Background: an optimization exercise with open tools, aiming at small area, a short achievable clock period and few clock cycles. Do not read the settings as production practice.
No functional check of the RTL was part of any run shown here.
Power figures rest on the tool's default switching activity, not on a simulated workload.

==> flow/design.v <==
module cinepak_yuv_pixel (
    input  wire [7:0]  y,
    input  wire [7:0]  u,       
    input  wire [7:0]  v,       
    input  wire [3:0]  f,
    output wire [23:0] pix
);
    wire [9:0] ys = {2'b00, y};
    wire [9:0] v2 = {v[7], v, 1'b0};
    wire [9:0] u2 = {u[7], u, 1'b0};
    wire [9:0] nuh = ~{{3{u[7]}}, u[7:1]};
    wire [9:0] nvs = ~{{2{v[7]}}, v};
    wire [9:0] cs_s = ys ^ nuh ^ nvs;
    wire [9:0] cs_c = (ys & nuh) | (ys & nvs) | (nuh & nvs);
    wire [9:0] r_sum, g_sum, b_sum;
    cinepak_add10 u_ar (.a(ys),   .b(v2),                 .ci(1'b0), .s(r_sum));
    cinepak_add10 u_ab (.a(ys),   .b(u2),                 .ci(1'b0), .s(b_sum));
    cinepak_add10 u_ag (.a(cs_s), .b({cs_c[8:0], 1'b1}),  .ci(1'b1), .s(g_sum));
    wire [7:0] r = r_sum[9] ? 8'd0 : (r_sum[8] ? 8'd255 : r_sum[7:0]);
    wire [7:0] g = g_sum[9] ? 8'd0 : (g_sum[8] ? 8'd255 : g_sum[7:0]);
    wire [7:0] b = b_sum[9] ? 8'd0 : (b_sum[8] ? 8'd255 : b_sum[7:0]);
    assign pix = ({24{f[0]}} & {8'd0, r[7:3], g[7:2], b[7:3]})
               | ({24{f[1]}} & {10'd0, r[7:3], g[7:3], b[7:4]})
               | ({24{f[2]}} & {r, g, b})
               | ({24{f[3]}} & {16'd0, y});
endmodule
module cinepak_add10 (
    input  wire [9:0] a,
    input  wire [9:0] b,
    input  wire       ci,
    output wire [9:0] s
);
    wire [9:0] g = a & b;
    wire [9:0] p = a ^ b;
    wire [9:0] gl [0:4];
    wire [9:0] pl [0:4];
    assign gl[0] = {g[9:1], g[0] | (p[0] & ci)};
    assign pl[0] = p;
    genvar k, i;
    generate
        for (k = 0; k < 4; k = k + 1) begin : lvl
            for (i = 0; i < 10; i = i + 1) begin : bit_
                if ((i >> k) & 1) begin : merge
                    assign gl[k+1][i] = gl[k][i] | (pl[k][i] & gl[k][((i >> k) << k) - 1]);
                    assign pl[k+1][i] = pl[k][i] & pl[k][((i >> k) << k) - 1];
                end else begin : pass
                    assign gl[k+1][i] = gl[k][i];
                    assign pl[k+1][i] = pl[k][i];
                end
            end
        end
    endgenerate
    assign s = p ^ {gl[4][8:0], ci};
endmodule
module cinepak_cb_loader (
    input  wire        clk,
    input  wire        rst,
    input  wire        in_valid,
    output wire        in_ready,
    input  wire [7:0]  in_data,
    input  wire [1:0]  fmt,
    output reg         out_valid,
    input  wire        out_ready,
    output reg         out_v1,
    output reg  [7:0]  out_index,
    output reg  [95:0] out_pix
);
    localparam M_HDR  = 2'd0;    
    localparam M_CB   = 2'd1;    
    localparam M_SKIP = 2'd2;    
    reg  [1:0]  mode;
    reg  [1:0]  hcnt;             
    reg  [23:0] rem;              
    reg         cb_is;            
    reg         cb_sparse;
    reg         cb_v1;
    reg         cb_short;
    reg  [1:0]  cb_fmt;
    reg  [2:0]  fcnt;             
    reg         is_ent;           
    reg  [31:0] mask;             
    reg  [3:0]  grp;              
    reg  [7:0]  cur_idx;          
    reg  [7:0]  q0, q1, q2, q3;
    reg  [2:0]  qn;               
    reg  [7:0]  su, sv;
    reg  [3:0]  conv_f;           
    reg  [2:0]  rdy;              
    reg  [1:0]  pc;               
    reg         in_rdy;
    assign in_ready = in_rdy;
    wire take = in_valid && in_rdy;
    wire last  = (rem == 24'd5);
    wire fits4 = (rem[23:3] != 21'd0);                           
    wire fits6 = (rem[23:4] != 20'd0) || (rem[3:1] == 3'b101)    
                                      || (rem[3:2] == 2'b11);
    wire fitsn = cb_short ? fits4 : fits6;
    reg  [23:0] rem_dec;
    integer d;
    always @* begin
        for (d = 0; d < 24; d = d + 1)
            rem_dec[d] = rem[d] ^ ((rem & ((24'd1 << d) - 24'd1)) == 24'd0);
    end
    wire        mask_zero = (mask == 32'd0);
    wire        done      = mask_zero && grp[3];
    wire        need_flag = mask_zero && cb_sparse;
    wire [31:0] m_eff     = mask_zero ? 32'hffffffff : mask;
    reg  [4:0] lead;
    integer l;
    always @* begin
        lead = 5'd0;
        for (l = 0; l < 32; l = l + 1)
            if (m_eff[l]) lead = 31 - l;
    end
    wire [2:0] grp_m1   = grp[2:0] - 3'd1;
    wire [7:0] next_idx = {(mask_zero ? grp[2:0] : grp_m1), lead};
    wire in_cb    = (mode == M_CB);
    wire fs       = in_cb && (fcnt == 3'd0);
    wire fs_ent   = fs && !done && !need_flag && fitsn;
    wire fs_flag  = fs && !done && need_flag && fits4;
    wire fs_skip  = fs && !fs_ent && !fs_flag;
    wire mid_ent  = in_cb && (fcnt != 3'd0) && is_ent;
    wire mid_flag = in_cb && (fcnt != 3'd0) && !is_ent;
    wire ent_end  = mid_ent && (fcnt == (cb_short ? 3'd3 : 3'd5));
    wire y_byte   = fs_ent || (mid_ent && !fcnt[2]);
    wire no_pay = (rem[23:8] == 16'd0) && (in_data <= 8'd4);
    wire out_free = !out_valid || out_ready;
    wire conv     = (rdy != 3'd0) && ((pc != 2'd0) || out_free);
    wire y_in     = take && y_byte;
    wire y_rdy    = y_in && cb_short;
    wire ent_in   = take && !cb_short && ent_end;
    wire [2:0] rdy_n = rdy - {2'd0, conv} + {2'd0, y_rdy} + {ent_in, 2'd0};
    wire [2:0] qn_n  = qn - {2'd0, conv} + {2'd0, y_in};
    wire [1:0] pc_n  = pc + {1'b0, conv};
    wire out_valid_n = (out_valid && !out_ready) || (conv && pc == 2'd3);
    wire [2:0] wp    = qn - {2'd0, conv};
    always @(posedge clk) begin
        if (rst) begin
            mode   <= M_HDR;
            hcnt   <= 2'd0;
            fcnt   <= 3'd0;
            rdy    <= 3'd0;
            qn     <= 3'd0;
            pc     <= 2'd0;
            in_rdy <= 1'b1;
            out_valid <= 1'b0;
        end else begin
            rdy    <= rdy_n;
            qn     <= qn_n;
            pc     <= pc_n;
            out_valid <= out_valid_n;
            in_rdy <= !(qn_n[2] && (rdy_n != 3'd0) && (pc_n == 2'd0) && out_valid_n);
            if (take) begin
                case (mode)
                M_HDR: begin
                    hcnt <= hcnt + 2'd1;
                    if (hcnt == 2'd3) begin
                        fcnt <= 3'd0;
                        if (no_pay)
                            mode <= M_HDR;
                        else if (cb_is)
                            mode <= M_CB;
                        else
                            mode <= M_SKIP;
                    end
                end
                default: begin
                    if (last) begin
                        mode <= M_HDR;
                        hcnt <= 2'd0;
                    end else if (fs_skip) begin
                        mode <= M_SKIP;
                    end
                    if (fs_flag || fs_ent)
                        fcnt <= 3'd1;
                    if (mid_flag || mid_ent)
                        fcnt <= ((mid_flag && fcnt == 3'd3) || ent_end) ? 3'd0 : fcnt + 3'd1;
                end
                endcase
            end
        end
    end
    always @(posedge clk) begin
        if (take && mode == M_HDR && hcnt == 2'd3) begin
            grp  <= 4'd0;
            mask <= 32'd0;
        end
        if (take && mode != M_HDR)
            rem <= rem_dec;
        if (take && fs_flag) begin
            mask[31:24] <= in_data;
            grp    <= grp + 4'd1;
            is_ent <= 1'b0;
        end
        if (take && fs_ent) begin
            if (mask_zero) begin
                mask <= 32'hffffffff;
                grp  <= grp + 4'd1;
            end
            cur_idx <= next_idx;
            conv_f  <= 4'b0001 << cb_fmt;
            is_ent  <= 1'b1;
            if (cb_short) begin
                su <= 8'd0;
                sv <= 8'd0;
            end
        end
        if (in_rdy) begin
            if (mode == M_HDR) begin
                case (hcnt)
                    2'd0: begin
                        cb_is     <= (in_data[7:3] == 5'b00100);
                        cb_sparse <= in_data[0];
                        cb_v1     <= in_data[1];
                        cb_short  <= in_data[2];
                        cb_fmt    <= fmt;
                    end
                    2'd1: rem[23:16] <= in_data;
                    2'd2: rem[15:8]  <= in_data;
                    default: rem[7:0] <= in_data;
                endcase
            end
            if (mid_ent) begin
                if (fcnt == 3'd4) su <= in_data;
                if (fcnt == 3'd5) sv <= in_data;
                if (fcnt == 3'd1)
                    mask[~cur_idx[4:0]] <= 1'b0;
            end
            if (mid_flag) begin
                case (fcnt)
                    3'd1: mask[23:16] <= in_data;
                    3'd2: mask[15:8]  <= in_data;
                    default: mask[7:0] <= in_data;
                endcase
            end
        end
    end
    wire wr = in_rdy && y_byte;
    always @(posedge clk) begin
        if (conv) begin
            q0 <= q1;
            q1 <= q2;
            q2 <= q3;
        end
        if (wr) begin
            case (wp[1:0])
                2'd0: q0 <= in_data;
                2'd1: q1 <= in_data;
                2'd2: q2 <= in_data;
                default: q3 <= in_data;
            endcase
        end
    end
    wire [23:0] pix;
    cinepak_yuv_pixel u_pix (.y(q0), .u(su), .v(sv), .f(conv_f), .pix(pix));
    always @(posedge clk) begin
        if (conv) begin
            case (pc)
                2'd0: begin
                    out_pix[23:0] <= pix;
                    out_v1        <= cb_v1;
                    out_index     <= cur_idx;
                end
                2'd1: out_pix[47:24] <= pix;
                2'd2: out_pix[71:48] <= pix;
                default: out_pix[95:72] <= pix;
            endcase
        end
    end
endmodule
==> flow/run.sh <==
#!/bin/bash
# synth_recipe.tcl (not shown) runs the flow's synth.tcl, then flattens the netlist and writes it again
# the make line also repeats each setting of config.mk as NAME=value (left out here)
make -C /OpenROAD-flow-scripts/flow DESIGN_CONFIG=/design/flow/config.mk WORK_HOME=/design/flow/orfs CLKGATE_MAP_FILE= SYNTH_SCRIPT=/design/flow/synth_recipe.tcl finish
==> flow/config.mk <==
export PLATFORM = sky130hd
export DESIGN_NAME = cinepak_cb_loader
export DESIGN_NICKNAME = cinepak_cb_loader
export VERILOG_FILES = /design/flow/design.v
export SDC_FILE = /design/flow/constraint.sdc
export NUM_CORES = 4
export LEC_CHECK = 0
export CAP_MARGIN = 20
export CORE_MARGIN = 2
export CORE_UTILIZATION = 40
export PLACE_DENSITY = 0.6
export SETUP_SLACK_MARGIN = 2
export SLEW_MARGIN = 20
==> flow/constraint.sdc <==
create_clock -name core_clock -period 5.0 [get_ports {clk}]
set_input_delay 1.0000 -clock core_clock [delete_from_list [all_inputs] [get_ports {clk}]]
set_output_delay 1.0000 -clock core_clock [all_outputs]
set_load 0.01 [all_outputs]
==> results by group, run 1 <==
Die
  • # rows: 63
  • Die H: 177 um
  • IO Pins: 121
  • Die X: 177 um
  • Die area: 31,400 um2
  • Total core area: 29,600 um2
  • Starting density of the core: 0.406

Setup path
  • Reg2Reg Depth: 21
  • Worst EP required: 5.26 ns
  • FF-to-FF setup slack: 1.31 ns
  • Crit path max fanout: 4
  • Worst EP arrival: 3.95 ns
  • Crit end category: register
  • Critical Path Start Type: register
  • CP Class: register to register

Clocking
  • CTS tree: yes
  • CTS Root Cell: clkbuf_16
  • CTS H-tree lvls: 1
  • Clk latency of the worst-skew pair: 0.53 ns
  • Clock buffer count from CTS: 27
  • Sink Count: 249
  • CTS clk-pin slew, worst paths: 0.07 ns
  • # hold bufs at CTS: 0
  • CTS Buffer Depth: 3

Power and ir drop
  • Clock share of power: 0.200
  • Pleak: 5.79 nW
  • Internal power: 0.00662 W
  • Logic pwr share: 0.468
  • Max IR drop VDD: 0.307 mV
  • Reg power frac: 0.332
  • Cell Pwr Density: 681 nW/um2
  • Switch Pwr: 0.00381 W
  • Sw frac: 0.365

GRT
  • Initial antenna violation count: 0
  • Largest net degree at the start of global routing: 42
  • First-pass GRT wire length: 50,100 um
  • GRT Util Overall: 0.203
  • Global route overflow: 0
  • Vias in the first global route: 9,080

Routing
  • Drc violations: 0
  • Routed length per placed instance: 18.9 um
  • Final ANT Viol Nets: 0
  • Initial DRC count: 717
  • Via Count: 9,265
  • Drt total wl: 32,100 um
  • Routed vias/inst: 5.46
  • TritonRoute pass-1 iters: 5

Cells and area
  • Final nets: 1,372
  • Multi-input logic area: 5730 um2
  • Fillers: 2,689
  • Diodes inserted: 0
  • Most frequent cells in the layout: edfxtp_1, clkdlybuf4s50_1, dfxtp_1
  • Leading cell type in the layout, fill and taps excluded: edfxtp_1
  • Reg area: 6310 um2
  • Layout Utilization: 0.518
  • Layout area overhead: 27.7%
  • Ratio of cells with drive above 1 in the final layout: 0.143

Timing
  • Slew Limit Headroom: 0.365
  • Final setup viols: 0
  • Final count of pins violating max slew: 0
  • Fin crit period: 3.69 ns
  • Max Clk Rate: 271 MHz
  • Setup total negative slack: 0 ns
  • Final Hold Slack: 0.422 ns
  • Clock skew: 0.0175 ns
  • Fin crit share: 0.738
  • Final setup margin: 1.31 ns
  • Slew @ Worst Pin: 0.949 ns
  • Hold Vio Cnt, Final: 0
  • RSZ-0062 raised after global routing: true

Synthesis
  • Yosys warning count: 2
  • Top FF cell, synth: edfxtp_1
  • Synth Area in Adders: 0.0831
  • Simple-gate area share of the yosys netlist: 0.156
  • Synth cell types: 70
  • Synth Instances: 1,148
  • Main combinational cell family by area after synthesis: simple AND/OR/NAND/NOR gates
  • Post-synthesis compound-gate area fraction: 0.145
  • Share of flip-flops with an asynchronous set or reset: 0
  • Mean post-synth cell area: 10.4 um2
  • Mapped Area: 12,000 um2
  • Net Count, Synth: 1,232
  • Post-synth EDFFs: 131
  • Yosys reg bits: 249
  • Xor/xnor share of the synthesized area: 0.0248
  • Post-synthesis sequential area ratio: 0.525
  • Mux cell area share after synthesis: 0.0262

Hold path
  • Class of the tightest hold or removal check: register to register
  • Worst Hold Depth: 0

Place
  • Gpl congestion: 0.884
  • DP Worst Slack: 1.07 ns
  • PortBufs: 120
  • Dpl hpwl: 21,600 um

Status
  • Outcome: complete, no violations

Job
  • Max_cap viols: 0
[final cells by class]
cell class / instances / share of cell area
Sequential cell: 249 / 0.412
Multi-Input combinational cell: 780 / 0.374
Timing Repair Buffer: 165 / 0.105
Clock buffer: 27 / 0.0441
Tap cell: 390 / 0.0319
Clock inverter: 22 / 0.0166
Inverter: 65 / 0.0159
[sequential cells by signal, indices dropped and copies added, names as in the netlist, 2 cells and up]
register	count
out_pix	96
mask	32
rem	24
cur_idx	8
out_index	8
q0	8
q1	8
q2	8
q3	8
su	8
sv	8
conv_f	4
grp	4
fcnt	3
qn	3
rdy	3
cb_fmt	2
hcnt	2
mode	2
pc	2
[cells in the mapped netlist (3+ instances only)]
cell type / n / area share
a211oi_1: 3 / 0.0019
a21o_1: 6 / 0.0038
a21oi_1: 73 / 0.030
a221oi_1: 3 / 0.0022
a222oi_1: 4 / 0.0033
a22oi_1: 36 / 0.023
a31oi_1: 15 / 0.0078
and2_1: 7 / 0.0037
and3_1: 16 / 0.0083
buf_1: 7 / 0.0022
buf_2: 6 / 0.0025
clkbuf_1: 39 / 0.012
dfxtp_1: 118 / 0.20
edfxtp_1: 131 / 0.33
fa_1: 16 / 0.027
ha_1: 54 / 0.056
inv_1: 65 / 0.020
mux2i_1: 28 / 0.023
nand2_1: 109 / 0.034
nand2b_1: 22 / 0.011
nand3_1: 29 / 0.012
nand4_1: 15 / 0.0078
nor2_1: 69 / 0.022
nor2b_1: 26 / 0.014
nor3_1: 27 / 0.011
nor4_1: 19 / 0.0099
o211ai_1: 3 / 0.0019
o21a_1: 6 / 0.0038
o21ai_0: 52 / 0.022
o21ai_1: 12 / 0.0050
o221ai_1: 5 / 0.0037
o22ai_1: 11 / 0.0057
o31ai_1: 25 / 0.016
or3_1: 5 / 0.0026
or4_1: 9 / 0.0056
xnor2_1: 17 / 0.012
xor2_1: 17 / 0.012
[stage by stage]
step           cell area [um2]  total power (W)  instances
5_1_grt                  15300           0.0111       1698
2_1_floorplan            12100          0.00597       1148
6_report                 15300           0.0104       1698
4_1_cts                  15000           0.0100       1687
3_3_place_gp             13600          0.00725       1615
3_5_place_dp             13600          0.00732       1615
[per-layer routing]
metal / track usage / vias up / share of wire
met2: 0.360 / 294 / 0.50
li1: - / 4479 / -
met1: 0.251 / 4430 / 0.41
met5: 0 / - / 0
met3: 0.0352 / 62 / 0.063
met4: 0.0658 / 0 / 0.026
[repair_timing]
action	4_1_cts	5_1_grt
pin swaps	25	26
resized for setup	66	34
gates cloned	0	0
setup endpoints to repair	63	106
buffers inserted	23	10
[worst paths after layout]
check	start	end
worst min-delay path	cb_v1$_DFFE_PP_	out_v1$_DFFE_PP_
worst max register to register	sv[2]$_DFF_P_	out_pix[15]$_DFFE_PP_
worst max-delay path	sv[2]$_DFF_P_	out_pix[15]$_DFFE_PP_
worst min register to register	cb_v1$_DFFE_PP_	out_v1$_DFFE_PP_
[cells by family after synthesis]
| family | Yosys count |
|---|---|
| multiplexers | 31 |
| AO/OA/AOI/OAI | 274 |
| adder cells (fa/ha/maj) | 70 |
| XOR/XNOR | 34 |
| flip-flops | 249 |
| buffers and inverters | 119 |
| AND/OR/NAND/NOR | 371 |
[worst max-delay path, stage by stage (launching register included)]
cell	delay, ns
dfxtp_2	0.34
inv_2	0.05
fa_1	0.57
ha_1	0.24
nor2b_4	0.13
o21ai_2	0.17
a21boi_2	0.09
o41ai_2	0.26
buf_4	0.18
buf_6	0.09
buf_6	0.08
buf_6	0.08
buf_6	0.08
buf_6	0.08
buf_6	0.08
buf_6	0.08
buf_6	0.08
buf_6	0.08
buf_6	0.08
buf_6	0.10
mux2i_4	0.34
o22ai_2	0.14
[power by group through the flow]
stage	combinational, W	clock [W]	sequential [W]
finish	0.00488	0.00208	0.00347
global route	0.00534	0.00222	0.00353
CTS	0.00446	0.00212	0.00347
detailed placement	0.00382	0	0.00350
global placement	0.00376	0	0.00349
floorplan	0.00242	0	0.00354
==> run 2: changes to the inputs <==
--- a/flow/config.mk
+++ b/flow/config.mk
@@ -10,4 +10,4 @@
 export CORE_UTILIZATION = 40
 export PLACE_DENSITY = 0.6
-export SETUP_SLACK_MARGIN = 2
+export SETUP_SLACK_MARGIN = 3
 export SLEW_MARGIN = 20
==> results by group, run 2 <==
Place
  • Dpl hpwl: 22,100 um (+2.5%)
  • PortBufs: 120 (unchanged)
  • Gpl congestion: 0.906 (+2.5%)
  • DP Worst Slack: 1.07 ns (+0.00148 ns)

Cells and area
  • Reg area: 6330 um2 (+0.36%)
  • Ratio of cells with drive above 1 in the final layout: 0.388 (+0.245)
  • Diodes inserted: 0 (unchanged)
  • Top Registers: out_pix x96, mask x32, rem x24
  • Max reg flops: 96 (unchanged)
  • Layout area overhead: 40.8%
  • Leading cell type in the layout, fill and taps excluded: edfxtp_1
  • Multi-input logic area: 6790 um2 (+18%)
  • Reg with most FFs: out_pix
  • Most frequent cells in the layout: edfxtp_1, buf_2, nand2_1
  • Fillers: 2,436 (-9.4%)
  • Final nets: 1,470 (+7.1%)

Die
  • IO Pins: 121 (unchanged)
  • Die H: 177 um (unchanged)
  • # rows: 63 (unchanged)
  • Die X: 177 um (unchanged)
  • Total core area: 29,600 um2 (unchanged)
  • Starting density of the core: 0.406 (unchanged)
  • Die area: 31,400 um2 (unchanged)

Timing
  • Fin crit period: 3.74 ns (+0.0477 ns)
  • Clock skew: 0.0166 ns (-0.000827 ns)
  • Max Clk Rate: 267 MHz (-1.3%)
  • Hold Vio Cnt, Final: 0 (unchanged)
  • Final setup viols: 0 (unchanged)
  • Slew @ Worst Pin: 1.00 ns (+0.0525 ns)
  • Final count of pins violating max slew: 0 (unchanged)
  • RSZ-0062 raised after global routing: true
  • Fin crit share: 0.748 (+0.00954)
  • Slew Limit Headroom: 0.329 (-0.0361)
  • Setup total negative slack: 0 ns (unchanged)
  • Final setup margin: 1.26 ns (-0.0477 ns)

Synthesis
  • Synth Instances: 1,148 (unchanged)
  • Most frequent cell after synthesis: edfxtp_1
  • Mapped Area: 12,000 um2 (unchanged)
  • Synth area leaders: edfxtp_1, dfxtp_1, ha_1, nand2_1, a21oi_1
  • Post-synthesis compound-gate area fraction: 0.145 (unchanged)
  • Yosys reg bits: 249 (unchanged)
  • Yosys warning count: 2 (unchanged)
  • Top cell type's share of synthesized area: 0.328 (unchanged)
  • Mean post-synth cell area: 10.4 um2 (unchanged)
  • Simple-gate area share of the yosys netlist: 0.156 (unchanged)
  • Net Count, Synth: 1,232 (unchanged)
  • Synth cell types: 70 (unchanged)
  • Synth top cells by count: edfxtp_1, dfxtp_1, nand2_1
  • Xor/xnor share of the synthesized area: 0.0248 (unchanged)
  • Post-synth top area cell: edfxtp_1
  • Share of flip-flops with an asynchronous set or reset: 0 (unchanged)
  • Post-synthesis sequential area ratio: 0.525 (unchanged)
  • Top FF cell, synth: edfxtp_1
  • Mux cell area share after synthesis: 0.0262 (unchanged)
  • Synth Area in Adders: 0.0831 (unchanged)
  • Post-synth EDFFs: 131 (unchanged)
  • Main combinational cell family by area after synthesis: simple AND/OR/NAND/NOR gates

Clocking
  • CTS Root Cell: clkbuf_16
  • CTS tree: yes
  • CTS Buffer Depth: 3 (unchanged)
  • CTS H-tree lvls: 1 (unchanged)
  • CTS clk-pin slew, worst paths: 0.07 ns (about the same)
  • Clk latency of the worst-skew pair: 0.54 ns (about the same)
  • Clock buffer count from CTS: 27 (unchanged)
  • # hold bufs at CTS: 0 (unchanged)
  • Sink Count: 249 (unchanged)

GRT
  • GR Util met2: 0.405 (+0.0446)
  • Grt met1 use: 0.281 (+0.0300)
  • Met3 usage: 0.0316 (-0.00365)
  • Most Crowded Layer GR: met2
  • First-pass GRT wire length: 55,900 um (+12%)
  • Largest net degree at the start of global routing: 25 (-40%)
  • Global route overflow: 0 (unchanged)
  • GRT Util Overall: 0.229 (+0.0257)
  • Vias in the first global route: 9,771 (+7.6%)
  • Initial antenna violation count: 0 (unchanged)

Setup path
  • CP peak stage delay: 0.57 ns (about the same)
  • Crit end category: register
  • Crit path max fanout: 5 (+1)
  • Critical Path Start Type: register
  • FF-to-FF setup slack: 1.26 ns (-0.05 ns)
  • Slowest-stage cell, CP: fa_2
  • Worst EP required: 5.25 ns (about the same)
  • CP cell instances: inv_2 -> fa_1 -> ha_1 -> nor2b_4 -> o21ai_2 -> a21boi_2 -> o41ai_2 -> nor2b_1 -> nor2_1 -> fa_2 -> buf_4 -> nand2b_1 -> or4_1 -> nand4_1 -> o221ai_2
  • Reg2reg start: su[3]$_DFF_P_
  • R2r endpoint: out_pix[55]$_DFFE_PP_
  • Reg2Reg Depth: 15 (-29%)
  • Worst EP arrival: 3.99 ns (+0.04 ns)
  • CP Class: register to register

Routing
  • TritonRoute pass-1 iters: 5 (unchanged)
  • Final ANT Viol Nets: 0 (unchanged)
  • Routed length per placed instance: 21.0 um (+11%)
  • Initial DRC count: 669 (-6.7%)
  • Drt total wl: 37,700 um (+17%)
  • Drc violations: 0 (unchanged)
  • Via Count: 10,100 (+9.3%)
  • Routed vias/inst: 5.64 (+3.3%)

Power and ir drop
  • Pleak: 6.56 nW (+13%)
  • Cell Pwr Density: 693 nW/um2 (+1.7%)
  • Max IR drop VDD: 0.339 mV (+10%)

Hold path
  • Class of the tightest hold or removal check: register to register
  • Worst Hold Depth: 0 (unchanged)
  • Hold_sp: cb_v1$_DFFE_PP_
  • WHS Endpoint: out_v1$_DFFE_PP_

Job
  • Max_cap viols: 0 (unchanged)

Status
  • Outcome: complete, no violations
## run 2: kinds of logic (layout without fill, tap and decap cells)
logic type	after synthesis	after routing
AOI/OAI and AO/OA	274	274
muxes	31	31
buffers and inverters	119	371
and+or+nand+nor	371	377
xor gates and xnor gates	34	34
adders and majority gates	70	70
DFF	249	249
## run 2: per-layer routing
layer,share of wire,vias up
li1,-,4700
met1,0.40,4895
met2,0.49,406
met3,0.066,125
met4,0.045,0
met5,0,-
## run 2: per-stage QoR
| stage | power (W) | hold WS [ns] | utilization | instance area (um2) | std cells |
|---|---|---|---|---|---|
| 2_1_floorplan | 0.00625 | 0.400 | - | 12600 | 1148 |
| 3_3_place_gp | 0.00753 | 0.401 | 0.474 | 14000 | 1615 |
| 3_5_place_dp | 0.00759 | 0.414 | 0.474 | 14000 | 1615 |
| 4_1_cts | 0.0108 | 0.428 | 0.538 | 15900 | 1748 |
| 5_1_grt | 0.0123 | 0.429 | 0.571 | 16900 | 1796 |
| 6_report | 0.0117 | 0.425 | 0.571 | 16900 | 1796 |
## run 2: area by class of cell
| cell class | count | area share |
|---|---|---|
| clock buffer | 30 | 0.0407 |
| timing repair buffer | 257 | 0.129 |
| sequential | 249 | 0.375 |
| clock inverter | 19 | 0.00949 |
| inverter | 65 | 0.0149 |
| multi-input combinational | 786 | 0.402 |
| tap | 390 | 0.0289 |
## run 2: report_power, final
| part | leakage (nW) | internal (W) | switching [W] |
|---|---|---|---|
| combinational | 3.98 | 0.00304 | 0.00323 |
| sequential | 2.19 | 0.00310 | 0.000409 |
| clock | 0.400 | 0.00109 | 0.000823 |
## run 2: critical path: cells and delay by family (launching register included)
kind	cells	cell delay (ns)
and+or+nand+nor	6	0.98
DFF	1	0.34
AOI/OAI and AO/OA	4	0.53
buffers and inverters	2	0.24
adders and majority gates	3	1.38
## run 2: repair_timing
item	CTS	global route
gates resized for setup	619	121
endpoints found under the setup margin	367	364
gates cloned	11	0
pin swaps	64	58
setup buffers	73	47
## run 2: how the worst max path moves through the flow
stage                  start                    end  slack, ns  depth (start not counted)
6_report       su[3]$_DFF_P_  out_pix[55]$_DFFE_PP_       1.26                         15
5_1_grt        su[3]$_DFF_P_  out_pix[55]$_DFFE_PP_       1.13                         15
4_1_cts        su[3]$_DFF_P_  out_pix[31]$_DFFE_PP_       1.39                         15
3_5_place_dp   q0[1]$_DFF_P_  out_pix[28]$_DFFE_PP_       1.07                         13
3_3_place_gp   q0[2]$_DFF_P_  out_pix[28]$_DFFE_PP_       1.17                         13
2_1_floorplan  q0[2]$_DFF_P_  out_pix[31]$_DFFE_PP_       1.61                         13
==> run 3: changes to the inputs <==
--- a/flow/design.v
+++ b/flow/design.v
@@ -3,4 +3,5 @@
     input  wire [7:0]  u,       
     input  wire [7:0]  v,       
+    input  wire [8:0]  nw,      
     input  wire [3:0]  f,
     output wire [23:0] pix
@@ -9,12 +10,8 @@
     wire [9:0] v2 = {v[7], v, 1'b0};
     wire [9:0] u2 = {u[7], u, 1'b0};
-    wire [9:0] nuh = ~{{3{u[7]}}, u[7:1]};
-    wire [9:0] nvs = ~{{2{v[7]}}, v};
-    wire [9:0] cs_s = ys ^ nuh ^ nvs;
-    wire [9:0] cs_c = (ys & nuh) | (ys & nvs) | (nuh & nvs);
     wire [9:0] r_sum, g_sum, b_sum;
     cinepak_add10 u_ar (.a(ys),   .b(v2),                 .ci(1'b0), .s(r_sum));
     cinepak_add10 u_ab (.a(ys),   .b(u2),                 .ci(1'b0), .s(b_sum));
-    cinepak_add10 u_ag (.a(cs_s), .b({cs_c[8:0], 1'b1}),  .ci(1'b1), .s(g_sum));
+    cinepak_add10 u_ag (.a(ys),   .b({nw[8], nw}),        .ci(1'b1), .s(g_sum));
     wire [7:0] r = r_sum[9] ? 8'd0 : (r_sum[8] ? 8'd255 : r_sum[7:0]);
     wire [7:0] g = g_sum[9] ? 8'd0 : (g_sum[8] ? 8'd255 : g_sum[7:0]);
@@ -85,4 +82,5 @@
     reg  [2:0]  qn;               
     reg  [7:0]  su, sv;
+    reg  [8:0]  nw;               
     reg  [3:0]  conv_f;           
     reg  [2:0]  rdy;              
@@ -91,9 +89,9 @@
     assign in_ready = in_rdy;
     wire take = in_valid && in_rdy;
-    wire last  = (rem == 24'd5);
-    wire fits4 = (rem[23:3] != 21'd0);                           
-    wire fits6 = (rem[23:4] != 20'd0) || (rem[3:1] == 3'b101)    
-                                      || (rem[3:2] == 2'b11);
+    reg  last;                    
+    reg  fits4;                   
+    reg  fits6;                   
     wire fitsn = cb_short ? fits4 : fits6;
+    wire rem_hi0 = (rem[23:8] == 16'd0);
     reg  [23:0] rem_dec;
     integer d;
@@ -124,5 +122,5 @@
     wire ent_end  = mid_ent && (fcnt == (cb_short ? 3'd3 : 3'd5));
     wire y_byte   = fs_ent || (mid_ent && !fcnt[2]);
-    wire no_pay = (rem[23:8] == 16'd0) && (in_data <= 8'd4);
+    wire no_pay = rem_hi0 && (in_data <= 8'd4);
     wire out_free = !out_valid || out_ready;
     wire conv     = (rdy != 3'd0) && ((pc != 2'd0) || out_free);
@@ -130,9 +128,12 @@
     wire y_rdy    = y_in && cb_short;
     wire ent_in   = take && !cb_short && ent_end;
-    wire [2:0] rdy_n = rdy - {2'd0, conv} + {2'd0, y_rdy} + {ent_in, 2'd0};
+    wire [2:0] rdy_n = ent_in ? 3'd4 : rdy - {2'd0, conv} + {2'd0, y_rdy};
     wire [2:0] qn_n  = qn - {2'd0, conv} + {2'd0, y_in};
     wire [1:0] pc_n  = pc + {1'b0, conv};
     wire out_valid_n = (out_valid && !out_ready) || (conv && pc == 2'd3);
     wire [2:0] wp    = qn - {2'd0, conv};
+    wire full_n   = (qn == 3'd4) ? (conv == y_in) : (qn == 3'd3 && y_in && !conv);
+    wire rdy_nz_n = ent_in || y_rdy || rdy[2] || rdy[1] || (rdy[0] && !conv);
+    wire pc0_n    = conv ? (pc == 2'd3) : (pc == 2'd0);
     always @(posedge clk) begin
         if (rst) begin
@@ -150,5 +151,5 @@
             pc     <= pc_n;
             out_valid <= out_valid_n;
-            in_rdy <= !(qn_n[2] && (rdy_n != 3'd0) && (pc_n == 2'd0) && out_valid_n);
+            in_rdy <= !(full_n && rdy_nz_n && pc0_n && out_valid_n);
             if (take) begin
                 case (mode)
@@ -186,6 +187,15 @@
             mask <= 32'd0;
         end
-        if (take && mode != M_HDR)
-            rem <= rem_dec;
+        if (take && mode != M_HDR) begin
+            rem   <= rem_dec;
+            last  <= (rem == 24'd6);
+            fits4 <= !rem_hi0 || (rem[7:0] >= 8'd9);
+            fits6 <= !rem_hi0 || (rem[7:0] >= 8'd11);
+        end
+        if (take && mode == M_HDR && hcnt == 2'd3) begin
+            last  <= rem_hi0 && (in_data == 8'd5);
+            fits4 <= !rem_hi0 || (in_data >= 8'd8);
+            fits6 <= !rem_hi0 || (in_data >= 8'd10);
+        end
         if (take && fs_flag) begin
             mask[31:24] <= in_data;
@@ -204,4 +214,5 @@
                 su <= 8'd0;
                 sv <= 8'd0;
+                nw <= 9'h1ff;
             end
         end
@@ -223,5 +234,8 @@
             if (mid_ent) begin
                 if (fcnt == 3'd4) su <= in_data;
-                if (fcnt == 3'd5) sv <= in_data;
+                if (fcnt == 3'd5) begin
+                    sv <= in_data;
+                    nw <= ~({su[7], su[7], su[7:1]} + {in_data[7], in_data});
+                end
                 if (fcnt == 3'd1)
                     mask[~cur_idx[4:0]] <= 1'b0;
@@ -253,5 +267,5 @@
     end
     wire [23:0] pix;
-    cinepak_yuv_pixel u_pix (.y(q0), .u(su), .v(sv), .f(conv_f), .pix(pix));
+    cinepak_yuv_pixel u_pix (.y(q0), .u(su), .v(sv), .nw(nw), .f(conv_f), .pix(pix));
     always @(posedge clk) begin
         if (conv) begin
--- a/flow/config.mk
+++ b/flow/config.mk
@@ -10,4 +10,4 @@
 export CORE_UTILIZATION = 40
 export PLACE_DENSITY = 0.6
-export SETUP_SLACK_MARGIN = 3
+export SETUP_SLACK_MARGIN = 2
 export SLEW_MARGIN = 20
==> results by group, run 3 <==
Timing
  • Slew Limit Headroom: 0.429 (+0.100)
  • Final setup margin: 1.97 ns (+0.712 ns)
  • Max Clk Rate: 330 MHz (+24%)
  • Fin crit period: 3.03 ns (-0.712 ns)
  • Fin crit share: 0.605 (-0.142)
  • Clock skew: 0.0106 ns (-0.00608 ns)
  • Slew @ Worst Pin: 0.849 ns (-0.152 ns)
  • Final setup viols: 0 (unchanged)
  • RSZ-0062 raised after global routing: true
  • Final count of pins violating max slew: 0 (unchanged)
  • Setup total negative slack: 0 ns (unchanged)
  • Hold Vio Cnt, Final: 0 (unchanged)

Power and ir drop
  • Internal power: 0.00550 W (-24%)
  • Logic pwr share: 0.323 (-0.213)
  • Cell Pwr Density: 533 nW/um2 (-23%)
  • Sw frac: 0.319 (-0.0632)
  • Pleak: 5.84 nW (-11%)
  • Switch Pwr: 0.00257 W (-42%)
  • Clock share of power: 0.264 (+0.100)
  • Reg power frac: 0.413 (+0.113)
  • Max IR drop VDD: 0.261 mV (-23%)

GRT
  • Vias in the first global route: 8,618 (-12%)
  • GRT Util Overall: 0.190 (-0.0387)
  • Initial antenna violation count: 0 (unchanged)
  • Global route overflow: 0 (unchanged)
  • Largest net degree at the start of global routing: 36 (+44%)
  • First-pass GRT wire length: 47,800 um (-15%)

Synthesis
  • Synth cell types: 67 (-4.3%)
  • Synth top cells by count: edfxtp_1, dfxtp_1, nand2_1
  • Post-synth top area cell: edfxtp_1
  • Synth Instances: 1,170 (+1.9%)
  • Top cell type's share of synthesized area: 0.328 (about the same)
  • Mean post-synth cell area: 10.5 um2 (+0.32%)
  • Mapped Area: 12,300 um2 (+2.2%)
  • Synth area leaders: edfxtp_1, dfxtp_1, ha_1, a21oi_1, o21ai_0
  • Post-synth EDFFs: 134 (+2.3%)
  • Net Count, Synth: 1,255 (+1.9%)
  • Yosys reg bits: 261 (+4.8%)
  • Yosys warning count: 2 (unchanged)
  • Top FF cell, synth: edfxtp_1
  • Share of flip-flops with an asynchronous set or reset: 0 (unchanged)
  • Post-synthesis sequential area ratio: 0.536 (+0.0105)
  • Most frequent cell after synthesis: edfxtp_1

Die
  • Starting density of the core: 0.404 (-0.00169)
  • Die H: 179 um (+1.1%)
  • Die X: 179 um (+1.1%)
  • Total core area: 30,300 um2 (+2.7%)
  • Die area: 32,100 um2 (+2.2%)
  • # rows: 64 (+1.6%)
  • IO Pins: 121 (unchanged)

Cells and area
  • Leading cell type in the layout, fill and taps excluded: edfxtp_1
  • Diodes inserted: 0 (unchanged)
  • Ratio of cells with drive above 1 in the final layout: 0.0983 (-0.289)
  • Most frequent cells in the layout: edfxtp_1, dfxtp_1, clkdlybuf4s50_1
  • Reg with most FFs: out_pix
  • Final nets: 1,386 (-5.7%)
  • Layout area overhead: 23.5%
  • Fillers: 2,785 (+14%)
  • Max reg flops: 96 (unchanged)
  • Reg area: 6570 um2 (+3.8%)
  • Top Registers: out_pix x96, mask x32, rem x24
  • Multi-input logic area: 5470 um2 (-19%)
  • Final Instance Count excl. Fillers: 1,719 (-4.3%)

Clocking
  • CTS Buffer Depth: 3 (unchanged)
  • Sink Count: 261 (+4.8%)
  • Clock buffer count from CTS: 29 (+7.4%)
  • CTS Root Cell: clkbuf_16
  • CTS tree: yes
  • CTS clk-pin slew, worst paths: 0.06 ns (about the same)
  • Clk latency of the worst-skew pair: 0.55 ns (about the same)
  • CTS H-tree lvls: 1 (unchanged)

Place
  • Placed Cells incl. Taps: 1,656 (+2.5%)
  • PortBufs: 120 (unchanged)
  • DP Worst Slack: 1.21 ns (+0.143 ns)
  • Dpl hpwl: 21,100 um (-4.4%)
  • Gpl congestion: 0.846 (-6.6%)

Status
  • Outcome: complete, no violations

Setup path
  • CP Class: register to register
  • Critical Path Start Type: register
  • Worst EP required: 5.40 ns (+0.15 ns)
  • Crit path max fanout: 5 (unchanged)
  • Worst EP arrival: 3.43 ns (-0.56 ns)
  • Crit end category: register

Routing
  • Drt total wl: 30,600 um (-19%)
  • Via Count: 9,151 (-9.6%)
  • Final ANT Viol Nets: 0 (unchanged)
  • Initial DRC count: 540 (-19%)
  • Routed vias/inst: 5.32 (-5.6%)
  • Routed length per placed instance: 17.8 um (-15%)
  • Drc violations: 0 (unchanged)
  • TritonRoute pass-1 iters: 7 (+2)

Hold path
  • Class of the tightest hold or removal check: register to register

Job
  • Max_cap viols: 0 (unchanged)
[run 3: cell types whose count changed in the layout (fill, tap and decap cells not counted), moves of 15 or more]
cell	delta
clkdlybuf4s50_1	+111
buf_2	-105
a21oi_1	+67
buf_6	-56
o21ai_0	+49
buf_4	-37
a22oi_2	-28
a21oi_2	-25
a21o_1	+23
dfxtp_1	+23
ha_1	+23
nor2_1	+16
a22o_1	+15
[run 3: path summary, 6_finish.rpt]
check                                     startpoint                endpoint  cells after the start  slack [ns]
worst min-delay path            cur_idx[5]$_DFFE_PP_  out_index[5]$_DFFE_PP_                      0        0.42
worst min register to register  cur_idx[5]$_DFFE_PP_  out_index[5]$_DFFE_PP_                      0        0.42
worst max-delay path                 mask[9]$_DFF_P_       rdy[2]$_SDFF_PP0_                     14        1.97
worst max register to register       mask[9]$_DFF_P_       rdy[2]$_SDFF_PP0_                     14        1.97
[run 3: worst max-delay path, stage by stage, from the launching register on]
cell and delay [ns]:
dfxtp_4 0.36, or4_4 0.54, nand4b_1 0.29, nor3_4 0.24
o22ai_2 0.13, nand2_1 0.11, ha_1 0.24, inv_1 0.05
ha_1 0.13, inv_1 0.05, fa_2 0.35, xnor2_2 0.14
xnor2_1 0.12, nor2_1 0.09, nor2_1 0.05
[run 3: cells by family (layout without fill, tap and decap cells)]
| logic type | Yosys count | after routing | synth area share |
|---|---|---|---|
| compound gates | 313 | 313 | 0.156 |
| xor+xnor | 49 | 49 | 0.0350 |
| fa+ha+maj | 71 | 71 | 0.0780 |
| buf+inv | 106 | 259 | 0.0347 |
| flops | 261 | 261 | 0.536 |
| mux | 26 | 26 | 0.0213 |
| simple gates | 344 | 344 | 0.139 |
[run 3: cell type report]
type	count	area share
flip-flops and latches	261	0.434
clock buffers	32	0.0487
repair buffers	150	0.0951
multi-input cells	803	0.361
inverters	56	0.0139
well taps	396	0.0327
clock inverters	21	0.0145
[run 3: routing by layer]
metal / up-vias / global-route usage / routed length (um)
li1: 4504 / - / -
met1: 4365 / 0.253 / 13700
met2: 231 / 0.326 / 14700
met3: 51 / 0.0259 / 1550
met4: 0 / 0.0498 / 647
met5: - / 0 / 0
[run 3: per-stage QoR]
stage	instance area [um2]	util	hold WS [ns]	total power, W
after floorplan	12300	-	0.400	0.00484
after global placement	14000	0.460	0.403	0.00583
after detailed placement	14000	0.460	0.405	0.00588
after CTS	15000	0.495	0.419	0.00807
after global routing	15100	0.499	0.425	0.00857
final	15100	0.499	0.419	0.00807
[run 3: power by group through the flow]
| stage | combinational [W] | clock [W] | sequential (W) |
|---|---|---|---|
| detailed placement | 0.00250 | 0 | 0.00338 |
| finish | 0.00261 | 0.00213 | 0.00334 |
| CTS | 0.00256 | 0.00217 | 0.00334 |
| floorplan | 0.00141 | 0 | 0.00343 |
| global placement | 0.00245 | 0 | 0.00337 |
| global route | 0.00291 | 0.00226 | 0.00339 |
[run 3: timing repair]
item                       in CTS  in global routing
resized for setup              22                 24
setup endpoints to repair      80                 43
pin swaps                       9                 16
hold buffers                    0                  0
setup buffers                   4                  6
==> run 4: changes to the inputs <==
--- a/flow/config.mk
+++ b/flow/config.mk
@@ -8,6 +8,7 @@
 export CAP_MARGIN = 20
 export CORE_MARGIN = 2
-export CORE_UTILIZATION = 40
-export PLACE_DENSITY = 0.6
-export SETUP_SLACK_MARGIN = 2
+export CORE_UTILIZATION = 60
+export CTS_BUF_LIST = sky130_fd_sc_hd__clkbuf_4 sky130_fd_sc_hd__clkbuf_8
+export PLACE_DENSITY = 0.75
+export SETUP_SLACK_MARGIN = 2.5
 export SLEW_MARGIN = 20
==> results by group, run 4 <==
Status
  • Outcome: complete, no violations

Synthesis
  • Top cell type's share of synthesized area: 0.328 (unchanged)
  • Yosys warning count: 2 (unchanged)
  • Yosys reg bits: 261 (unchanged)
  • Synth cell types: 67 (unchanged)
  • Mapped Area: 12,300 um2 (unchanged)
  • Synth area leaders: edfxtp_1, dfxtp_1, ha_1, a21oi_1, o21ai_0
  • Most frequent cell after synthesis: edfxtp_1
  • Synth Instances: 1,170 (unchanged)
  • Share of flip-flops with an asynchronous set or reset: 0 (unchanged)
  • Net Count, Synth: 1,255 (unchanged)
  • Mean post-synth cell area: 10.5 um2 (unchanged)
  • Top FF cell, synth: edfxtp_1
  • Post-synth top area cell: edfxtp_1
  • Post-synth EDFFs: 134 (unchanged)
  • Post-synthesis sequential area ratio: 0.536 (unchanged)
  • Synth top cells by count: edfxtp_1, dfxtp_1, nand2_1

Routing
  • Final ANT Viol Nets: 0 (unchanged)
  • Met3 WL post-DR: 2380 um (+53%)
  • Drc violations: 0 (unchanged)
  • WL met2: 16,600 um (+13%)
  • Metal-1 WL: 13,500 um (-1.5%)
  • DR top layer: met4
  • Routed length per placed instance: 20.1 um (+13%)
  • Via Count: 10,200 (+11%)
  • Initial DRC count: 810 (+50%)
  • Routed vias/inst: 6.05 (+14%)
  • TritonRoute pass-1 iters: 8 (+1)
  • Drt total wl: 33,800 um (+10%)

Setup path
  • Crit end category: register
  • CP Class: register to register
  • Reg2reg start: q0[0]$_DFF_P_
  • Critical Path Start Type: register
  • Crit path max fanout: 7 (+2)
  • Worst EP arrival: 3.20 ns (-0.23 ns)
  • Worst EP required: 5.28 ns (-0.12 ns)
  • Crit path launch: q0[0]$_DFF_P_

Timing
  • Slew Limit Headroom: 0.398 (-0.0313)
  • Final count of pins violating max slew: 0 (unchanged)
  • Hold Vio Cnt, Final: 0 (unchanged)
  • Final setup viols: 0 (unchanged)
  • Clock skew: 0.0342 ns (+0.0237 ns)
  • Final Hold Slack: 0.453 ns (+0.0345 ns)
  • RSZ-0062 raised after global routing: true
  • Max Clk Rate: 342 MHz (+3.5%)
  • Slew @ Worst Pin: 0.896 ns (+0.0466 ns)
  • Setup total negative slack: 0 ns (unchanged)
  • Fin crit share: 0.585 (-0.0206)
  • Fin crit period: 2.92 ns (-0.103 ns)

Power and ir drop
  • Switch Pwr: 0.00292 W (+13%)
  • Reg power frac: 0.396 (-0.017)
  • Sw frac: 0.343 (+0.0242)
  • Logic pwr share: 0.390 (+0.067)
  • Max IR drop VDD: 0.373 mV (+43%)
  • Internal power: 0.00559 W (+1.7%)
  • Clock share of power: 0.214 (-0.050)
  • Cell Pwr Density: 525 nW/um2 (-1.4%)
  • Pleak: 6.36 nW (+9.0%)

Clocking
  • CTS clk-pin slew, worst paths: 0.06 ns (about the same)
  • CTS Buffer Depth: 3 (unchanged)
  • Clock buffer count from CTS: 42 (+45%)
  • CTS tree: yes
  • Clk latency of the worst-skew pair: 0.57 ns (+0.02 ns)
  • CTS H-tree lvls: 2 (+1)
  • CTS Root Cell: clkbuf_8
  • # hold bufs at CTS: 0 (unchanged)
  • Sink Count: 261 (unchanged)

Cells and area
  • Leading cell type in the layout, fill and taps excluded: edfxtp_1
  • Diodes inserted: 0 (unchanged)
  • Reg with most FFs: out_pix
  • Layout area overhead: 32.2%
  • Ratio of cells with drive above 1 in the final layout: 0.214 (+0.116)
  • Final nets: 1,470 (+6.1%)
  • Max reg flops: 96 (unchanged)
  • Top Registers: out_pix x96, mask x32, rem x24
  • Most frequent cells in the layout: edfxtp_1, dfxtp_1, clkdlybuf4s50_1

Die
  • Die area: 21,600 um2 (-33%)
  • # rows: 52 (-19%)
  • Die X: 147 um (-18%)
  • Die H: 147 um (-18%)
  • Starting density of the core: 0.608 (+0.204)
  • IO Pins: 121 (unchanged)
  • Total core area: 20,200 um2 (-34%)

GRT
  • Initial antenna violation count: 0 (unchanged)
  • Largest net degree at the start of global routing: 36 (unchanged)
  • Vias in the first global route: 9,403 (+9.1%)
  • First-pass GRT wire length: 49,400 um (+3.4%)
  • Global route overflow: 0 (unchanged)
  • GRT Util Overall: 0.289 (+0.0982)

Place
  • PortBufs: 120 (unchanged)
  • Dpl hpwl: 20,200 um (-4.1%)
  • Gpl congestion: 0.909 (+7.5%)

Hold path
  • Hold_sp: cb_v1$_DFFE_PP_
  • Class of the tightest hold or removal check: register to register

Job
  • Max_cap viols: 0 (unchanged)
run 4: cell counts after synthesis:
No cell type changed its count.
run 4: critical path: stages (launching register included):
cell	delay (ns)
dfxtp_4	0.36
inv_4	0.07
ha_4	0.13
inv_2	0.03
fa_2	0.33
a21o_1	0.16
a21o_1	0.18
a21oi_2	0.18
o21ai_2	0.09
a21oi_2	0.19
ha_4	0.27
buf_6	0.12
buf_6	0.11
nand2b_4	0.05
a221o_1	0.34
run 4: layer usage:
metal	vias to the layer above	GRT usage
met3	128	0.0463
li1	4697	-
met1	4851	0.369
met5	-	0
met2	523	0.491
met4	0	0.124
run 4: through the flow:
| step | power, W | utilization | cells | worst slack (ns) | cell area (um2) |
|---|---|---|---|---|---|
| 2_1_floorplan | 0.00492 | - | 1170 | 1.99 | 12500 |
| 3_3_place_gp | 0.00584 | 0.689 | 1528 | 1.37 | 13900 |
| 3_5_place_dp | 0.00592 | 0.689 | 1528 | 1.35 | 13900 |
| 4_1_cts | 0.00809 | 0.775 | 1653 | 2.01 | 15600 |
| 5_1_grt | 0.00889 | 0.803 | 1686 | 1.96 | 16200 |
| 6_report | 0.00851 | 0.803 | 1686 | 2.08 | 16200 |
run 4: cell families after synthesis:
kind of cell / Yosys count / share of synthesized area
buffers and inverters: 106 / 0.0347
AO/OA/AOI/OAI: 313 / 0.156
XOR/XNOR: 49 / 0.0350
adder cells (fa/ha/maj): 71 / 0.0780
flip-flops: 261 / 0.536
AND/OR/NAND/NOR: 344 / 0.139
multiplexers: 26 / 0.0213
run 4: power by group through the flow:
stage / combinational (W) / clock, W / sequential [W]
3_5_place_dp: 0.00253 / 0 / 0.00339
4_1_cts: 0.00291 / 0.00183 / 0.00335
3_3_place_gp: 0.00247 / 0 / 0.00337
5_1_grt: 0.00355 / 0.00191 / 0.00343
6_report: 0.00332 / 0.00182 / 0.00337
2_1_floorplan: 0.00149 / 0 / 0.00343
run 4: repair_timing:
action / 4_1_cts / 5_1_grt
endpoints found under the hold margin: 0 / 0
cloned: 3 / 2
setup buffers: 47 / 31
endpoints found under the setup margin: 215 / 208
pin swaps: 38 / 40
resized for setup: 107 / 78
run 4: layout make-up:
class	instances	area (um2)
flip-flops and latches	261	6590
multi-input cells	805	6040
fillers	1226	3970
repair buffers	219	2190
clock buffers	58	717
well taps	270	338
inverters	56	218
clock inverters	17	106
run 4: worst paths after layout:
check / slack [ns] / depth (start not counted) / to
min: 0.45 / 0 / out_v1$_DFFE_PP_
max reg2reg: 2.08 / 14 / out_pix[81]$_DFFE_PP_
min reg2reg: 0.45 / 0 / out_v1$_DFFE_PP_
max: 2.08 / 14 / out_pix[81]$_DFFE_PP_
==> run 5: changes to the inputs <==
==> flow/flow/run.sh (new file) <==
#!/bin/bash
# Standard ORFS layout, with small port buffers instead of delay cells and
# free cell sizing during timing repair.
bash standard.sh BUFFER_PORTS_ARGS="-buffer_cell sky130_fd_sc_hd__buf_2" MATCH_CELL_FOOTPRINT=0 finish > standard.log 2>&1
==> flow/standard.sh (new file) <==
#!/bin/bash
# synth_recipe.tcl (not shown) runs the flow's synth.tcl, then flattens the netlist and writes it again
# the make line also repeats each setting of config.mk as NAME=value (left out here)
make -C /OpenROAD-flow-scripts/flow DESIGN_CONFIG=/design/flow/config.mk WORK_HOME=/design/flow/orfs CLKGATE_MAP_FILE= SYNTH_SCRIPT=/design/flow/synth_recipe.tcl "${@:-finish}"
--- a/flow/config.mk
+++ b/flow/config.mk
@@ -8,7 +8,6 @@
 export CAP_MARGIN = 20
 export CORE_MARGIN = 2
-export CORE_UTILIZATION = 60
-export CTS_BUF_LIST = sky130_fd_sc_hd__clkbuf_4 sky130_fd_sc_hd__clkbuf_8
-export PLACE_DENSITY = 0.75
+export CORE_UTILIZATION = 40
+export PLACE_DENSITY = 0.6
 export SETUP_SLACK_MARGIN = 2.5
 export SLEW_MARGIN = 20
removed: flow/run.sh
==> results by group, run 5 <==
Cells and area
  • Reg with most FFs: out_pix
  • Max reg flops: 96 (unchanged)
  • Leading cell type in the layout, fill and taps excluded: edfxtp_1
  • Most frequent cells in the layout: edfxtp_1, dfxtp_1, buf_2
  • Top Registers: out_pix x96, mask x32, rem x24
  • Layout Utilization: 0.508 (-0.296)
  • Diodes inserted: 0 (unchanged)
  • Ratio of cells with drive above 1 in the final layout: 0.268 (+0.0538)
  • Final nets: 1,426 (-3.0%)
  • Layout area overhead: 25.7%

Clocking
  • CTS Buffer Depth: 3 (unchanged)
  • CTS H-tree lvls: 1 (-1)
  • CTS Root Cell: clkbuf_16
  • CTS clk-pin slew, worst paths: 0.06 ns (about the same)
  • Sink Count: 261 (unchanged)
  • # hold bufs at CTS: 0 (unchanged)
  • Clk latency of the worst-skew pair: 0.55 ns (-0.02 ns)
  • Clock buffer count from CTS: 29 (-31%)
  • CTS tree: yes

Power and ir drop
  • Logic pwr share: 0.342 (-0.048)
  • Max IR drop VDD: 0.233 mV (-38%)
  • Pleak: 6.14 nW (-3.5%)
  • Switch Pwr: 0.00277 W (-4.9%)
  • Reg power frac: 0.406 (+0.010)
  • Sw frac: 0.337 (-0.00593)
  • Cell Pwr Density: 534 nW/um2 (+1.7%)
  • Internal power: 0.00546 W (-2.4%)
  • Clock share of power: 0.252 (+0.038)

Place
  • PortBufs: 120 (unchanged)
  • Dpl hpwl: 20,300 um (about the same)
  • Gpl congestion: 0.887 (-2.5%)

Timing
  • Final Hold Slack: 0.420 ns (-0.0337 ns)
  • Fin crit period: 2.92 ns (-0.00507 ns)
  • Final count of pins violating max slew: 0 (unchanged)
  • Slew @ Worst Pin: 0.929 ns (+0.0333 ns)
  • Hold Vio Cnt, Final: 0 (unchanged)
  • Max Clk Rate: 343 MHz (+0.17%)
  • RSZ-0062 raised after global routing: true
  • Fin crit share: 0.584 (-0.00101)
  • Final setup viols: 0 (unchanged)
  • Setup total negative slack: 0 ns (unchanged)
  • Clock skew: 0.0102 ns (-0.0240 ns)
  • Slew Limit Headroom: 0.380 (-0.0183)

Synthesis
  • Yosys warning count: 2 (unchanged)
  • Mapped Area: 12,300 um2 (unchanged)
  • Net Count, Synth: 1,255 (unchanged)
  • Top cell type's share of synthesized area: 0.328 (unchanged)
  • Post-synth top area cell: edfxtp_1
  • Synth cell types: 67 (unchanged)
  • Most frequent cell after synthesis: edfxtp_1
  • Share of flip-flops with an asynchronous set or reset: 0 (unchanged)
  • Post-synthesis sequential area ratio: 0.536 (unchanged)
  • Mean post-synth cell area: 10.5 um2 (unchanged)
  • Top FF cell, synth: edfxtp_1
  • Post-synth EDFFs: 134 (unchanged)
  • Synth area leaders: edfxtp_1, dfxtp_1, ha_1, a21oi_1, o21ai_0
  • Synth top cells by count: edfxtp_1, dfxtp_1, nand2_1
  • Synth Instances: 1,170 (unchanged)
  • Yosys reg bits: 261 (unchanged)

Setup path
  • Crit path max fanout: 5 (-2)
  • Worst EP required: 5.42 ns (+0.14 ns)
  • Crit end category: register
  • Worst EP arrival: 3.34 ns (+0.14 ns)
  • Critical Path Start Type: register
  • CP Class: register to register

GRT
  • Largest net degree at the start of global routing: 34 (-5.6%)
  • Vias in the first global route: 8,908 (-5.3%)
  • First-pass GRT wire length: 48,600 um (-1.6%)
  • GRT Util Overall: 0.192 (-0.0962)
  • Global route overflow: 0 (unchanged)
  • Initial antenna violation count: 0 (unchanged)

Routing
  • Routed vias/inst: 5.36 (-11%)
  • Via Count: 9,430 (-7.5%)
  • Drc violations: 0 (unchanged)
  • Drt total wl: 31,400 um (-7.0%)
  • TritonRoute pass-1 iters: 8 (unchanged)
  • Final ANT Viol Nets: 0 (unchanged)
  • Initial DRC count: 723 (-11%)
  • Routed length per placed instance: 17.9 um (-11%)

Die
  • Die X: 179 um (+22%)
  • Starting density of the core: 0.404 (-0.204)
  • Die H: 179 um (+22%)
  • # rows: 64 (+23%)
  • Total core area: 30,300 um2 (+50%)
  • Die area: 32,100 um2 (+49%)
  • IO Pins: 121 (unchanged)

Hold path
  • Class of the tightest hold or removal check: register to register

Job
  • Max_cap viols: 0 (unchanged)

Status
  • Outcome: complete, no violations
## run 5: cell types whose count changed in the layout (fill, tap and decap cells not counted), sizes merged, moves of 2 or more
cell,previous run,this run
and4,6,4
clkinv,13,6
buf,98,187
clkinvlp,1,3
dlygate4sd2,2,0
dlymetal6s2s,4,0
clkdlybuf4s50,113,0
clkbuf,59,43
## run 5: timing repair
action	in CTS	in global routing
cloned	4	1
pin swaps	33	22
gates resized for setup	80	62
endpoints found under the setup margin	212	210
buffers inserted	38	18
## run 5: worst max-delay path, cell delays in order, from the launching register on
cell,delay (ns)
dfxtp_1,0.35
nor4_1,0.50
nand4b_1,0.29
nor3_4,0.28
o22ai_4,0.11
nand2_2,0.11
ha_4,0.21
inv_2,0.06
ha_4,0.12
inv_2,0.03
fa_2,0.34
xnor2_2,0.14
xnor2_1,0.12
nor2_1,0.09
nor2_1,0.04
## run 5: cell type report
type                    count  area (um2)
fillers                  2757       14900
flip-flops and latches    261        6580
multi-input cells         804        5950
repair buffers            189        1250
clock buffers              41         811
well taps                 396         495
inverters                  56         210
clock inverters            12         119
## run 5: worst paths after layout
check / start / depth (start not counted) / slack [ns] / end
worst max-delay path: mask[4]$_DFF_P_ / 14 / 2.08 / rdy[2]$_SDFF_PP0_
worst min-delay path: cb_v1$_DFFE_PP_ / 0 / 0.42 / out_v1$_DFFE_PP_
worst max register to register: mask[4]$_DFF_P_ / 14 / 2.08 / rdy[2]$_SDFF_PP0_
worst min register to register: cb_v1$_DFFE_PP_ / 0 / 0.42 / out_v1$_DFFE_PP_
## run 5: power by group through the flow
stage / clock network [W] / logic, W / registers (W)
after floorplan: 0 / 0.00147 / 0.00343
after global placement: 0 / 0.00224 / 0.00337
after detailed placement: 0 / 0.00230 / 0.00338
after CTS: 0.00212 / 0.00264 / 0.00334
after global routing: 0.00220 / 0.00310 / 0.00340
final: 0.00207 / 0.00282 / 0.00334
## run 5: routing by layer
metal	GRT usage	wire, um
met5	0	0
met4	0.0535	922
met3	0.0271	1740
met2	0.339	15400
met1	0.246	13400
## run 5: cell families after synthesis
family                   synth area share
buffers and inverters              0.0347
AND/OR/NAND/NOR                     0.139
flip-flops                          0.536
XOR/XNOR                           0.0350
AO/OA/AOI/OAI                       0.156
adder cells (fa/ha/maj)            0.0780
multiplexers                       0.0213
## run 5: stage by stage
stage / setup WS [ns] / area [um2] / total power [W] / instances
CTS: 2.07 / 15000 / 0.00810 / 1740
global route: 2.03 / 15400 / 0.00870 / 1759
finish: 2.08 / 15400 / 0.00823 / 1759
detailed placement: 1.44 / 13400 / 0.00568 / 1645
floorplan: 2.01 / 12500 / 0.00490 / 1170
global placement: 1.48 / 13400 / 0.00561 / 1645
==> run 6: changes to the inputs <==
--- a/flow/config.mk
+++ b/flow/config.mk
@@ -10,4 +10,4 @@
 export CORE_UTILIZATION = 40
 export PLACE_DENSITY = 0.6
-export SETUP_SLACK_MARGIN = 2.5
+export SETUP_SLACK_MARGIN = 2
 export SLEW_MARGIN = 20
==> results by group, run 6 <==
Status
  • Outcome: complete, no violations

Routing
  • Final ANT Viol Nets: 0 (unchanged)
  • Routed vias/inst: 5.31 (-0.87%)
  • Routed length per placed instance: 17.5 um (-1.9%)
  • DR top layer: met4
  • Initial DRC count: 527 (-27%)
  • Met3 WL post-DR: 1430 um (-18%)
  • Drt total wl: 30,100 um (-4.2%)
  • Drc violations: 0 (unchanged)
  • TritonRoute pass-1 iters: 5 (-3)
  • Via Count: 9,130 (-3.2%)
  • WL met2: 14,600 um (-5.0%)
  • Metal-1 WL: 13,300 um (-0.46%)

Synthesis
  • Mapped Area: 12,300 um2 (unchanged)
  • Post-synth EDFFs: 134 (unchanged)
  • Yosys reg bits: 261 (unchanged)
  • Most frequent cell after synthesis: edfxtp_1
  • Net Count, Synth: 1,255 (unchanged)
  • Yosys warning count: 2 (unchanged)
  • Post-synthesis sequential area ratio: 0.536 (unchanged)
  • Share of flip-flops with an asynchronous set or reset: 0 (unchanged)
  • Synth top cells by count: edfxtp_1, dfxtp_1, nand2_1
  • Top FF cell, synth: edfxtp_1
  • Synth Instances: 1,170 (unchanged)
  • Synth cell types: 67 (unchanged)
  • Synth area leaders: edfxtp_1, dfxtp_1, ha_1, a21oi_1, o21ai_0
  • Post-synth top area cell: edfxtp_1
  • Mean post-synth cell area: 10.5 um2 (unchanged)
  • Top cell type's share of synthesized area: 0.328 (unchanged)

GRT
  • Largest net degree at the start of global routing: 42 (+24%)
  • GRT Util Overall: 0.184 (-0.00800)
  • Global route overflow: 0 (unchanged)
  • Initial antenna violation count: 0 (unchanged)
  • Vias in the first global route: 8,764 (-1.6%)
  • First-pass GRT wire length: 46,700 um (-3.9%)

Place
  • Placed Cells incl. Taps: 1,648 (+0.18%)
  • Dpl hpwl: 20,200 um (-0.16%)
  • Placed Area: 13,300 um2 (-0.65%)
  • Gpl congestion: 0.867 (-2.2%)
  • PortBufs: 120 (unchanged)

Setup path
  • R2r endpoint: rdy[2]$_SDFF_PP0_
  • CP peak stage delay: 0.54 ns (+0.04 ns)
  • WP buf/inv: 2 (unchanged)
  • Critical Path Start Type: register
  • Worst EP arrival: 3.57 ns (+0.23 ns)
  • CP Class: register to register
  • Slowest-stage cell, CP: or4_4
  • Worst EP required: 5.49 ns (+0.07 ns)
  • Delay-heaviest family, CP: simple AND/OR/NAND/NOR gates
  • Reg2Reg Depth: 14 (unchanged)
  • Reg2reg start: mask[10]$_DFF_P_
  • FF-to-FF setup slack: 1.92 ns (-0.16 ns)
  • CP cell instances: or4_4 -> nand4b_1 -> nor3_4 -> o22ai_2 -> nand2_1 -> ha_1 -> inv_1 -> ha_1 -> inv_1 -> fa_2 -> xnor2_2 -> xnor2_1 -> nor2_1 -> nor2_1
  • Crit path max fanout: 4 (-1)
  • Crit end category: register

Die
  • Total core area: 30,300 um2 (unchanged)
  • Die X: 179 um (unchanged)
  • # rows: 64 (unchanged)
  • Starting density of the core: 0.404 (unchanged)
  • IO Pins: 121 (unchanged)
  • Die H: 179 um (unchanged)
  • Die area: 32,100 um2 (unchanged)

Cells and area
  • Most frequent cells in the layout: edfxtp_1, dfxtp_1, buf_2
  • Final Instance Count excl. Fillers: 1,718 (-2.3%)
  • Layout area overhead: 18.5%
  • Final nets: 1,384 (-2.9%)
  • Leading cell type in the layout, fill and taps excluded: edfxtp_1
  • Multi-input logic area: 5470 um2 (-8.2%)
  • Reg with most FFs: out_pix
  • Max reg flops: 96 (unchanged)
  • Diodes inserted: 0 (unchanged)
  • Ratio of cells with drive above 1 in the final layout: 0.188 (-0.0802)
  • Fillers: 2,813 (+2.0%)
  • Final std cell area, no fill: 14,500 um2 (-5.8%)
  • Reg area: 6570 um2 (about the same)
  • Top Registers: out_pix x96, mask x32, rem x24

Timing
  • Final setup viols: 0 (unchanged)
  • Slew Limit Headroom: 0.330 (-0.0495)
  • Clock skew: 0.0183 ns (+0.00816 ns)
  • Final Hold Slack: 0.423 ns (+0.00392 ns)
  • RSZ-0062 raised after global routing: true
  • Fin crit period: 3.08 ns (+0.159 ns)
  • Hold Vio Cnt, Final: 0 (unchanged)
  • Fin crit share: 0.616 (+0.0317)
  • Final count of pins violating max slew: 0 (unchanged)
  • Max Clk Rate: 325 MHz (-5.2%)
  • Setup total negative slack: 0 ns (unchanged)
  • Slew @ Worst Pin: 0.997 ns (+0.0676 ns)

Power and ir drop
  • Cell Pwr Density: 538 nW/um2 (+0.64%)
  • Tot Pwr: 0.00781 W (-5.2%)
  • Pleak: 5.82 nW (-5.1%)
  • Max IR drop VDD: 0.242 mV (+3.9%)

Clocking
  • Sink Count: 261 (unchanged)
  • Clk latency of the worst-skew pair: 0.56 ns (about the same)
  • CTS tree: yes
  • CTS H-tree lvls: 1 (unchanged)
  • CTS Root Cell: clkbuf_16
  • # hold bufs at CTS: 0 (unchanged)
  • Clock buffer count from CTS: 29 (unchanged)
  • CTS Buffer Depth: 3 (unchanged)
  • CTS clk-pin slew, worst paths: 0.06 ns (about the same)

Hold path
  • Hold_sp: cur_idx[7]$_DFFE_PP_
  • Class of the tightest hold or removal check: register to register
  • WHS Endpoint: out_index[7]$_DFFE_PP_
  • Worst Hold Depth: 0 (unchanged)

Job
  • Max_cap viols: 0 (unchanged)
-- run 6: cell counts after synthesis --
Identical to the previous run, type by type.
-- run 6: worst max path at each step --
stage	startpoint	to	slack [ns]	depth (start not counted)
detailed placement	out_ready	rdy[2]$_SDFF_PP0_	1.41	13
global route	mask[10]$_DFF_P_	rdy[2]$_SDFF_PP0_	1.76	14
finish	mask[10]$_DFF_P_	rdy[2]$_SDFF_PP0_	1.92	14
global placement	out_ready	rdy[2]$_SDFF_PP0_	1.42	13
floorplan	out_ready	out_index[0]$_DFFE_PP_	1.48	3
CTS	mask[10]$_DFF_P_	rdy[2]$_SDFF_PP0_	1.90	14
-- run 6: through the flow --
| step | util | setup WS (ns) |
|---|---|---|
| after global placement | 0.438 | 1.42 |
| after CTS | 0.474 | 1.90 |
| after detailed placement | 0.438 | 1.41 |
| after floorplan | - | 1.48 |
| final | 0.478 | 1.92 |
| after global routing | 0.478 | 1.76 |
-- run 6: final cells by class --
cell class / count / share of cell area
inverter: 56 / 0.0145
sequential: 261 / 0.453
multi-input combinational: 804 / 0.376
clock buffer: 38 / 0.0575
tap: 396 / 0.0341
clock inverter: 16 / 0.00853
timing repair buffer: 147 / 0.0564
-- run 6: cells by family (layout without fill, tap and decap cells) --
group | after synthesis | in the layout | share of synthesized area
xor+xnor | 49 | 49 | 0.0350
compound gates | 313 | 313 | 0.156
fa+ha+maj | 71 | 71 | 0.0780
buf+inv | 106 | 257 | 0.0347
mux | 26 | 26 | 0.0213
simple gates | 344 | 345 | 0.139
flops | 261 | 261 | 0.536
-- run 6: what timing repair did --
action,in CTS,in global routing
gates resized for setup,21,23
gates cloned,0,1
endpoints found under the setup margin,64,93
pin swaps,14,20
setup buffers,8,7
-- run 6: layer usage --
metal  vias to the layer above  GRT usage
li1                       4506          -
met1                      4341      0.240
met2                       230      0.322
met3                        53     0.0235
met4                         0     0.0491
met5                         -          0
-- run 6: worst register-to-register path: stages (launching register included) --
cell and delay (ns):
dfxtp_2 0.33, or4_4 0.54, nand4b_1 0.29, nor3_4 0.26, o22ai_2 0.14, nand2_1 0.14
ha_1 0.24, inv_1 0.06, ha_1 0.13, inv_1 0.05, fa_2 0.35, xnor2_2 0.18
xnor2_1 0.13, nor2_1 0.05, nor2_1 0.12
-- run 6: power by group --
group          switching [W]  internal [W]  leakage, nW
Sequential          0.000332       0.00300         2.28
Clock               0.000870       0.00123        0.462
Combinational        0.00138      0.000991         3.08
Total                0.00258       0.00522         5.82

[separate check: timing with driven ports]
The flow's constraints put no driver on any port. The routed layouts listed below were extracted and timed again, unchanged, in two steps.
Step 1, drivers: a clkbuf_16 drives clk and a buf_2 each remaining input, both assumed.
Step 2 times the ports against the registers' clock, not the clock port: input delays grow and output delays shrink by t, the midpoint of the rising clock arrivals with the driver on.
a / b / c = ideal / step 1 / step 2; a / b = the first two.
run | t, ns | slack for setup (ns) | hold WS [ns]
run 1 | 0.571 | 1.308 / 1.308 / 1.308 | 0.422 / 0.422 / 0.422
run 2 | 0.575 | 1.261 / 1.261 / 1.261 | 0.425 / 0.425 / 0.425
run 3 | 0.587 | 1.973 / 1.973 / 1.417 | 0.419 / 0.419 / 0.419
run 4 | 0.601 | 2.076 / 2.076 / 1.848 | 0.453 / 0.453 / 0.453
run 5 | 0.592 | 2.081 / 2.081 / 1.844 | 0.420 / 0.420 / 0.420
run 6 | 0.601 | 1.922 / 1.922 / 1.702 | 0.423 / 0.423 / 0.423
After both steps every run listed still meets setup and hold. For run 3, which loses most, drivers alone change the setup slack by 0.000 ns; drivers and shift together by -0.556 ns.
